Background: an optimization exercise with open tools, aiming at small area, a short achievable clock period and few clock cycles. Do not read the settings as production practice.
Where RTL was checked, it was by simulation tests only, not by an equivalence proof against the original.
No activity file was given, so power comes from the tool's default toggle rates.

Setup of try-umber:
==> flow/design.v (excerpt) <==
module palidx4_engine (
    input  wire        clk,
    input  wire        rst,
    input  wire        start,
    input  wire [1:0]  op,
    input  wire [15:0] len,
    input  wire        transp_en,
    input  wire [31:0] transp_color,
    input  wire [31:0] start_index,
    input  wire        pix_valid,
    input  wire [31:0] pix_data,
    output wire        pix_ready,
    output reg         out_valid,
    output reg  [7:0]  out_byte,
    output wire        busy,
    output reg         done,
    output reg  [3:0]  err,
    output wire [15:0] err_info,
    output wire [4:0]  pal_count
);
    localparam OP_BUILD  = 2'd0;
    localparam OP_MAP4   = 2'd1;
    localparam OP_PALSER = 2'd2;
    localparam OP_PACK16 = 2'd3;
    function [4:0] scale5;
        input [7:0] c;
        reg ge;
        begin
            case (c[2:0])
            3'd0:    ge = c[7:3] >= 5'd1;
            3'd1:    ge = c[7:3] >= 5'd5;
            3'd2:    ge = c[7:3] >= 5'd9;
            3'd3:    ge = c[7:3] >= 5'd14;
            3'd4:    ge = c[7:3] >= 5'd18;
            3'd5:    ge = c[7:3] >= 5'd23;
            3'd6:    ge = c[7:3] >= 5'd27;
            default: ge = 1'b0;
            endcase
            scale5 = c[7:3] - {4'd0, ge};
  ...
export LEC_CHECK = 0
export CAP_MARGIN = 20
export CORE_MARGIN = 2
export CORE_UTILIZATION = 40
export SLEW_MARGIN = 20
create_clock -name core_clock -period 11.0 [get_ports {clk}]
standard.sh (not shown) runs the stock make flow with config.mk's settings and CLKGATE_MAP_FILE= SYNTH_SCRIPT=/design/flow/synth_recipe.tcl, a recipe that flattens the netlist after the stock synthesis.
==> flow/flow/run.sh <==
#!/bin/bash
# Standard ORFS layout (the standard.sh), with repair_timing aimed at a
# tighter setup target and plain buffers on the ports.
set -euo pipefail
bash standard.sh SETUP_SLACK_MARGIN=7.7 CORE_UTILIZATION=55 \
  "BUFFER_PORTS_ARGS=-buffer_cell sky130_fd_sc_hd__buf_2" \
  CTS_CLUSTER_SIZE=28 CTS_CLUSTER_DIAMETER=60 \
  finish > standard_flow.log 2>&1
try-umber | status: complete | timing, DRC, antenna: pass
What try-ember does differently from try-umber at the input level:
==> flow/flow/run.sh <==
#!/bin/bash
# Standard ORFS layout (the standard.sh), with repair_timing aimed at a
# tighter setup target and plain buffers on the ports.
set -euo pipefail
bash standard.sh SETUP_SLACK_MARGIN=7.7 CORE_UTILIZATION=55 \
  "BUFFER_PORTS_ARGS=-buffer_cell sky130_fd_sc_hd__buf_2" \
  CTS_CLUSTER_SIZE=20 CTS_CLUSTER_DIAMETER=60 \
  finish > standard_flow.log 2>&1
## What came out
As of try-ember, total non-filler cell area in the finished layout had fallen slightly compared to try-umber.
Layout overhead on the synthesized area sits lower in try-ember than in try-umber.
Re non-clock buffer count: try-ember and try-umber aren't equal, and the higher value belongs to try-ember.
Layout multi-input combinational cell count came out exactly the same in try-ember and try-umber.
The number of standard cells in the final layout excluding fillers of try-ember and that of try-umber are within noise of each other.
try-ember vs try-umber — power per standard cell area dropped slightly
Function was not checked in any run of this note: the RTL went through the layout flow alone.

* * *

## job 102
palidx4_engine, a different RTL version from the one above (not shown whole).
Size in the first run: ~160 I/O pins, ~30000 µm² of cells after synthesis.
clock: 11.0 ns
lec_check: 0
cap_margin: 20
core_margin: 2
core_utilization: 40
slew_margin: 20
==> flow/flow/run.sh <==
#!/bin/bash
# Standard ORFS layout (the standard.sh), with repair_timing aimed at a
# tighter setup target and plain buffers on the ports.
set -euo pipefail
bash standard.sh SETUP_SLACK_MARGIN=7.7 CORE_UTILIZATION=55 \
  "BUFFER_PORTS_ARGS=-buffer_cell sky130_fd_sc_hd__buf_2" \
  CTS_CLUSTER_SIZE=20 CTS_CLUSTER_DIAMETER=60 \
  finish > standard_flow.log 2>&1
Setup changes, job 102 to job 104
-- flow/flow/run.sh --
<<< job 102, line 6
  "BUFFER_PORTS_ARGS=-buffer_cell sky130_fd_sc_hd__buf_2" \
  CTS_CLUSTER_SIZE=20 CTS_CLUSTER_DIAMETER=60 \
  finish > standard_flow.log 2>&1
>>> job 104, line 6
  "BUFFER_PORTS_ARGS=-buffer_cell sky130_fd_sc_hd__buf_2" \
  CTS_CLUSTER_SIZE=50 CTS_CLUSTER_DIAMETER=80 \
  finish > standard_flow.log 2>&1
--- outcome ---
- [compare] base=job 102 new=job 104: reg-to-reg setup timing slack dropped 0.05 ns, post-route cell area dropped 1.3%, maximum frequency from static timing analysis climbed about 0.4%, power density over the cells dropped 4.6%.
- Job 104: all stages complete, timing, DRC and antenna checks passed
- Job 102 → job 104: final cell count decreased by about 0.7% relative to the old numbers, number of fill cells increased by 30 relative to the old numbers, proportion of cell area occupied by multi-input gates increased by 0.18 points relative to the old numbers, fraction of power consumed by combinational cells increased by 0.6 points relative to the old numbers, sequential standard cell area closely matched the old numbers.
- Wire length, job 104 and job 102, higher one = job 102.
No run of this note included a check of the RTL's function; only the layout flow was run.

* * *

palidx4_engine, a different RTL version from the one above (not shown whole).
For scale: about 2,100 cells after synthesis, ~160 I/O pins.
==> flow/config.mk <==
export PLATFORM = sky130hd
export DESIGN_NAME = palidx4_engine
export DESIGN_NICKNAME = palidx4_engine
export VERILOG_FILES = /design/flow/design.v
export SDC_FILE = /design/flow/constraint.sdc
export NUM_CORES = 4
export LEC_CHECK = 0
export CAP_MARGIN = 20
export CORE_MARGIN = 2
export CORE_UTILIZATION = 40
export SLEW_MARGIN = 20
==> flow/constraint.sdc <==
create_clock -name core_clock -period 11.0 [get_ports {clk}]
set_input_delay 2.2000 -clock core_clock [delete_from_list [all_inputs] [get_ports {clk}]]
set_output_delay 2.2000 -clock core_clock [all_outputs]
set_load 0.01 [all_outputs]
==> flow/flow/run.sh <==
#!/bin/bash
# Standard ORFS layout (the standard.sh), with repair_timing aimed at a
# tighter setup target and plain buffers on the ports.
set -euo pipefail
bash standard.sh SETUP_SLACK_MARGIN=7.7 CORE_UTILIZATION=70 \
  "BUFFER_PORTS_ARGS=-buffer_cell sky130_fd_sc_hd__buf_2" \
  CTS_CLUSTER_SIZE=20 CTS_CLUSTER_DIAMETER=60 \
  finish > standard_flow.log 2>&1
Testbench counts at the start, summed over its fixed seeds: cycles 30,153.
Change:
==> flow/run.sh (new file) <==
#!/bin/bash
# synth_recipe.tcl (not shown) runs the flow's synth.tcl, then flattens the netlist and writes it again
# the make line also repeats each setting of config.mk as NAME=value (left out here)
make -C /OpenROAD-flow-scripts/flow DESIGN_CONFIG=/design/flow/config.mk WORK_HOME=/design/flow/orfs CLKGATE_MAP_FILE= SYNTH_SCRIPT=/design/flow/synth_recipe.tcl finish
- SETUP_SLACK_MARGIN: unset -> 5
removed: flow/flow/run.sh
removed: flow/standard.sh
Result: Flip-flop and latch count is unchanged. Power went up by 15%. Wire length falls by 2.3%. Area after synthesis is unchanged. Synthesized cell count does not change. Core utilization goes down by 34 points. Design area came out higher by 2.9%. Count of clock-buffer cells in the layout rose by 42. Register-to-register slack is worse by 1.8 ns.
Change:
==> flow/flow/run.sh (new file) <==
#!/bin/bash
# Standard ORFS layout (the standard.sh), with repair_timing aimed at a
# tighter setup target and plain buffers on the ports.
set -euo pipefail
bash standard.sh SETUP_SLACK_MARGIN=7.7 CORE_UTILIZATION=55 \
  "BUFFER_PORTS_ARGS=-buffer_cell sky130_fd_sc_hd__buf_2" \
  CTS_CLUSTER_SIZE=20 CTS_CLUSTER_DIAMETER=60 \
  finish > standard_flow.log 2>&1
==> flow/standard.sh (new file) <==
#!/bin/bash
# synth_recipe.tcl (not shown) runs the flow's synth.tcl, then flattens the netlist and writes it again
# the make line also repeats each setting of config.mk as NAME=value (left out here)
make -C /OpenROAD-flow-scripts/flow DESIGN_CONFIG=/design/flow/config.mk WORK_HOME=/design/flow/orfs CLKGATE_MAP_FILE= SYNTH_SCRIPT=/design/flow/synth_recipe.tcl "${@:-finish}"
- SETUP_SLACK_MARGIN: 5 -> unset
removed: flow/run.sh
Global-route usage rises by 8.9 points. Synthesized cell count does not change. Sequential share of layout area grows by 1.6 points. Final cell count decreases by about 9%. Non-clock buffer count is higher by 18. Critical path depth falls by 7. Register-to-register slack is better by 2.0 ns. Via count grows by about 1.6%. Routed wire length rose by 2.7%. Final area decreases by 2.7%. Worst setup slack gains 1.8 ns.
Change:
--- a/flow/flow/run.sh
+++ b/flow/flow/run.sh
@@ -5 +5 @@
-bash standard.sh SETUP_SLACK_MARGIN=7.7 CORE_UTILIZATION=55 \
+bash standard.sh SETUP_SLACK_MARGIN=7.62 CORE_UTILIZATION=70 \
Via count came out higher by a few percent.
First-iteration DRC count came out higher by about a fifth.
Maximum frequency barely changes.
Register-to-register slack degrades by 0.10 ns.
Clock power came out lower by a few percent.
Non-clock buffer count came out lower by 1.
Power came out lower by a few percent.
Die area came out lower by about a fifth.
Combinational power is about the same.
Synthesized cell count is unchanged.
Sequential power stays flat.
Change:
--- a/flow/flow/run.sh
+++ b/flow/flow/run.sh
@@ -5 +5 @@
-bash standard.sh SETUP_SLACK_MARGIN=7.62 CORE_UTILIZATION=70 \
+bash standard.sh SETUP_SLACK_MARGIN=7.7 CORE_UTILIZATION=55 \
@@ -7,0 +8 @@
+  SKIP_INCREMENTAL_REPAIR=1 \
Worst setup slack barely changes.
Area after synthesis is unchanged.
Routed wire length rises by 2.7%.
Register-to-register slack degrades by 0.04 ns.
Worst hold slack stays flat.
Change:
==> flow/flow/run.sh (replaced) <==
#!/bin/bash
# Standard ORFS layout, with repair_timing aimed at a tighter setup target.
set -euo pipefail
bash standard.sh SETUP_SLACK_MARGIN=7.6 finish > standard_flow.log 2>&1
Clock power increases by about 30%.
Area after synthesis stays the same.
Power went up by 13%.
Routed wire length is higher by 2.8%.
Setup slack got worse by 0.0081 ns.
Hold slack is about the same.
Utilization went down by 13 points.
Critical path depth rose by 4.
Clock-buffer cell count rises by 42.
Die area grows by about 37%.

* * *

The RTL this note starts from:
==> flow/design.v <==
module palidx4_engine (
    input  wire        clk,
    input  wire        rst,
    input  wire        start,
    input  wire [1:0]  op,
    input  wire [15:0] len,
    input  wire        transp_en,
    input  wire [31:0] transp_color,
    input  wire [31:0] start_index,
    input  wire        pix_valid,
    input  wire [31:0] pix_data,
    output wire        pix_ready,
    output reg         out_valid,
    output reg  [7:0]  out_byte,
    output wire        busy,
    output reg         done,
    output reg  [3:0]  err,
    output wire [15:0] err_info,
    output wire [4:0]  pal_count
);
    localparam OP_BUILD  = 2'd0;
    localparam OP_MAP4   = 2'd1;
    localparam OP_PALSER = 2'd2;
    localparam OP_PACK16 = 2'd3;
    function [4:0] scale5;
        input [7:0] c;
        reg ge;
        begin
            case (c[2:0])
            3'd0:    ge = c[7:3] >= 5'd1;
            3'd1:    ge = c[7:3] >= 5'd5;
            3'd2:    ge = c[7:3] >= 5'd9;
            3'd3:    ge = c[7:3] >= 5'd14;
            3'd4:    ge = c[7:3] >= 5'd18;
            3'd5:    ge = c[7:3] >= 5'd23;
            3'd6:    ge = c[7:3] >= 5'd27;
            default: ge = 1'b0;
            endcase
            scale5 = c[7:3] - {4'd0, ge};
        end
    endfunction
    reg        busy_q;
    reg        m_build, m_map, m_pal, m_pack;    
    reg        pr_q;                             
    reg [31:0] pix_q;                            
    reg        pv_q;                             
    reg        tins_q;                           
    reg        hp_q;                             
    reg [15:0] rem;                              
    reg [15:0] idx;                              
    reg [15:0] eidx;                             
    reg        fix_q;                            
    reg [15:0] ei_q;                             
    reg        e1_seen;                          
    reg        si_seen;                          
    reg [3:0]  si_lo;
    reg        si_big;
    reg        have_lo;
    reg [3:0]  lo_nib;
    reg [4:0]  q;                                
    reg        ph;                               
    reg [7:0]  hi_reg;
    reg [4:0]  cnt;
    reg [4:0]  pc_q;                             
    reg [31:0] pal [0:15];
    assign busy      = busy_q;
    assign pix_ready = pr_q;
    assign err_info  = ei_q;
    assign pal_count = pc_q;
    wire take_cmd = start & ~busy_q;
    wire act = m_build | m_map | m_pal | m_pack;
    wire [5:0] c2 = {1'b0, cnt} + {2'b0, si_lo};
    reg [15:0] vmask, simask;
    reg [15:0] match;
    reg [15:0] eq_in;
    reg [15:0] eq_q;
    reg        byp_q, sh_q;
    wire [15:0] eq_adj = sh_q ? {byp_q, eq_q[15:1]} : eq_q;
    integer k;
    always @(*) begin
        for (k = 0; k < 16; k = k + 1) begin
            vmask[k]  = ({1'b0, cnt} + k) >= 6'd16;
            simask[k] = si_big | ((c2 + k) >= 6'd32);
            eq_in[k]  = (pal[k] == pix_data);
            match[k]  = vmask[k] & eq_adj[k];
        end
    end
    wire hit   = |match;
    wire si_hi = |(match & simask);
    wire [3:0] pos = {|match[15:8], |{match[15:12], match[7:4]},
                      |{match[15:14], match[11:10], match[7:6], match[3:2]},
                      |{match[15], match[13], match[11], match[9], match[7], match[5], match[3], match[1]}};
    wire [3:0] s_nib = c2[3:0] + pos;
    wire rem0 = (rem == 16'd0);
    wire rem1 = (rem == 16'd1);
    wire b_new  = m_build & pv_q & ~hit & ~e1_seen;
    wire full   = cnt[4];
    wire ins    = (b_new & ~full) | tins_q;
    wire ovf    = b_new & full;
    wire nf     = m_map & pv_q & ~hit;
    wire sie    = m_map & pv_q & si_hi;
    wire e1_now = ovf | nf;
    wire e1_any = e1_seen | e1_now;
    wire si_any = si_seen | sie;
    wire [15:0] eidx_nx = fix_q ? idx - 16'd1 : (act & ~e1_seen & ~si_seen) ? idx : eidx;
    wire [3:0] cntm1   = cnt[3:0] - 4'd1;
    wire pal_last      = q[4] & ph & (q[3:0] == cntm1);
    wire pal_rot       = m_pal & ~(cnt == 5'd0) & (~q[4] | ph);
    wire finish = act & (
                  ((m_build | m_map) & (rem0 | (pv_q & rem1 & ~(m_map & si_seen)))) |
                  (m_pal & ((cnt == 5'd0) | pal_last)) |
                  (m_pack & rem0));
    wire [31:0] cw = m_pal ? pal[0] : pix_q;
    wire [4:0]  r5 = scale5(cw[31:24]);
    wire [4:0]  g5 = scale5(cw[23:16]);
    wire [4:0]  b5 = scale5(cw[15:8]);
    wire        a1 = m_pal ? 1'b0 : (cw[7:0] != 8'd0);
    integer i;
    wire shift = ins | pal_rot;
    always @(posedge clk) begin
        if (shift) begin
            for (i = 0; i < 15; i = i + 1)
                pal[i] <= pal[i + 1];
            pal[15] <= m_pal ? pal[0] : pix_q;
        end
    end
    always @(posedge clk) begin
        pix_q  <= act ? pix_data : transp_color;
        eq_q   <= eq_in;
        byp_q  <= (pix_data == pix_q);
        sh_q   <= shift;
        hi_reg <= {a1, b5, g5[4:3]};
        if (!act) begin
            rem    <= len;
            si_lo  <= start_index[3:0];
            si_big <= |start_index[31:4];
            q      <= cnt;
        end else begin
            rem <= rem - {15'd0, pv_q};
            if (pal_rot)
                q <= q + 5'd1;
        end
        idx     <= act ? idx + {15'd0, pv_q} : 16'd0;
        eidx    <= eidx_nx;
        ei_q    <= finish ? eidx_nx : 16'd0;
        fix_q   <= nf & si_seen & ~e1_seen;
        e1_seen <= act & e1_any;
        si_seen <= act & si_any;
        have_lo <= act & (have_lo ^ (m_map & pv_q));
        if (pv_q & ~have_lo)
            lo_nib <= s_nib;
        ph      <= act & m_pal & q[4] & ~ph;
        hp_q    <= act & m_pack & pv_q;
        err     <= e1_any ? (m_build ? 4'd3 : 4'd4) : (si_any ? 4'd5 : 4'd0);
        if (m_map & pv_q & have_lo)
            out_byte <= {s_nib, lo_nib};
        else if (hp_q)
            out_byte <= hi_reg;
        else if (m_pal & ph)
            out_byte <= {1'b0, b5, g5[4:3]};
        else
            out_byte <= {g5[2:0], r5};
    end
    always @(posedge clk) begin
        if (rst) begin
            busy_q    <= 1'b0;
            m_build   <= 1'b0;
            m_map     <= 1'b0;
            m_pal     <= 1'b0;
            m_pack    <= 1'b0;
            pr_q      <= 1'b0;
            pv_q      <= 1'b0;
            tins_q    <= 1'b0;
            done      <= 1'b0;
            out_valid <= 1'b0;
            cnt       <= 5'd0;
            pc_q      <= 5'd0;
        end else begin
            if (finish & m_build)
                pc_q <= e1_any ? 5'd0 : cnt + {4'd0, ins};
            pv_q      <= pix_valid & pr_q;
            done      <= finish;
            out_valid <= act & ((m_map & pv_q & have_lo) | hp_q |
                                   (m_pal & q[4] & (cnt != 5'd0)) | (m_pack & pv_q));
            tins_q    <= take_cmd & (op == OP_BUILD) & transp_en;
            if (take_cmd) begin
                busy_q  <= 1'b1;
                m_build <= (op == OP_BUILD);
                m_map   <= (op == OP_MAP4);
                m_pal   <= (op == OP_PALSER);
                m_pack  <= (op == OP_PACK16);
                pr_q    <= (op != OP_PALSER);
                if (op == OP_BUILD)
                    cnt <= 5'd0;
            end else begin
                if (finish) begin
                    busy_q  <= 1'b0;
                    m_build <= 1'b0;
                    m_map   <= 1'b0;
                    m_pal   <= 1'b0;
                    m_pack  <= 1'b0;
                end
                pr_q <= act & ~m_pal & ~finish & ~(m_pack & pix_valid & pr_q);
                if (finish & m_build & e1_any)
                    cnt <= 5'd0;
                else if (ins)
                    cnt <= cnt + 5'd1;
            end
        end
    end
endmodule
Settings: LEC_CHECK=0, CAP_MARGIN=20, CORE_MARGIN=2, CORE_UTILIZATION=40, SLEW_MARGIN=20; clock period 11.0 ns.
==> flow/flow/run.sh <==
#!/bin/bash
# Standard ORFS layout (the standard.sh), with repair_timing aimed at a
# tighter setup target and plain buffers on the ports.
set -euo pipefail
bash standard.sh SETUP_SLACK_MARGIN=7.7 CORE_UTILIZATION=55 \
  "BUFFER_PORTS_ARGS=-buffer_cell sky130_fd_sc_hd__buf_4" \
  CTS_CLUSTER_SIZE=20 CTS_CLUSTER_DIAMETER=60 \
  finish > standard_flow.log 2>&1
Next try:
--- a/flow/flow/run.sh
+++ b/flow/flow/run.sh
@@ -6 +6 @@
-  "BUFFER_PORTS_ARGS=-buffer_cell sky130_fd_sc_hd__buf_4" \
+  "BUFFER_PORTS_ARGS=-buffer_cell sky130_fd_sc_hd__buf_2" \
The new run produced a clean layout.
Area after synthesis is unchanged.
Total power barely changes.
Via count stays flat.
No run of this note included a check of the RTL's function; only the layout flow was run.

==> re-timing with driven ports <==
In the flow no input, the clock included, has a driving cell. The finished layouts below were timed again as built, in two steps. Step 1 assumes that a clkbuf_16 drives the clock port and a buf_2 every other input. Step 2 also shifts input and output timing later by t, the mid clock arrival at the registers, as if the neighbouring blocks saw the same clock. Three values: ideal, step 1, step 2; two values: the first two.
| run | t (ns) | setup WS [ns] | latest minus earliest clock arrival (ns) | cell pins on the clock port's net |
|---|---|---|---|---|
| try-umber | 0.669 | 7.604 / 7.544 / 7.044 | 0.041 / 0.041 | 1 |
| try-ember | 0.663 | 7.601 / 7.543 / 7.091 | 0.019 / 0.019 | 1 |
| job 102 | 0.671 | 7.645 / 7.584 / 7.580 | 0.029 / 0.029 | 1 |
| job 104 | 0.645 | 7.658 / 7.599 / 7.575 | 0.029 / 0.029 | 1 |
| the first run of note 3 | 0.647 | 7.578 / 7.523 / 7.046 | 0.024 / 0.024 | 1 |
| the second run of note 3 | 0.668 | 5.815 / 5.815 / 5.815 | 0.056 / 0.056 | 1 |
| the third run of note 3 | 0.668 | 7.591 / 7.528 / 7.045 | 0.030 / 0.030 | 1 |
| the fourth run of note 3 | 0.651 | 7.594 / 7.538 / 6.989 | 0.022 / 0.022 | 1 |
| the fifth run of note 3 | 0.668 | 7.594 / 7.532 / 7.044 | 0.029 / 0.030 | 1 |
| the sixth run of note 3 | 0.675 | 7.586 / 7.535 / 6.953 | 0.038 / 0.038 | 1 |
| the first run of note 4 | 0.681 | 7.537 / 7.537 / 6.953 | 0.032 / 0.031 | 1 |
| the second run of note 4 | 0.681 | 7.650 / 7.650 / 7.065 | 0.030 / 0.031 | 1 |
After both steps every run listed still meets setup and hold. The setup slack of the sixth run of note 3, which loses most, moves by -0.051 ns with the drivers and by -0.633 ns with both steps.
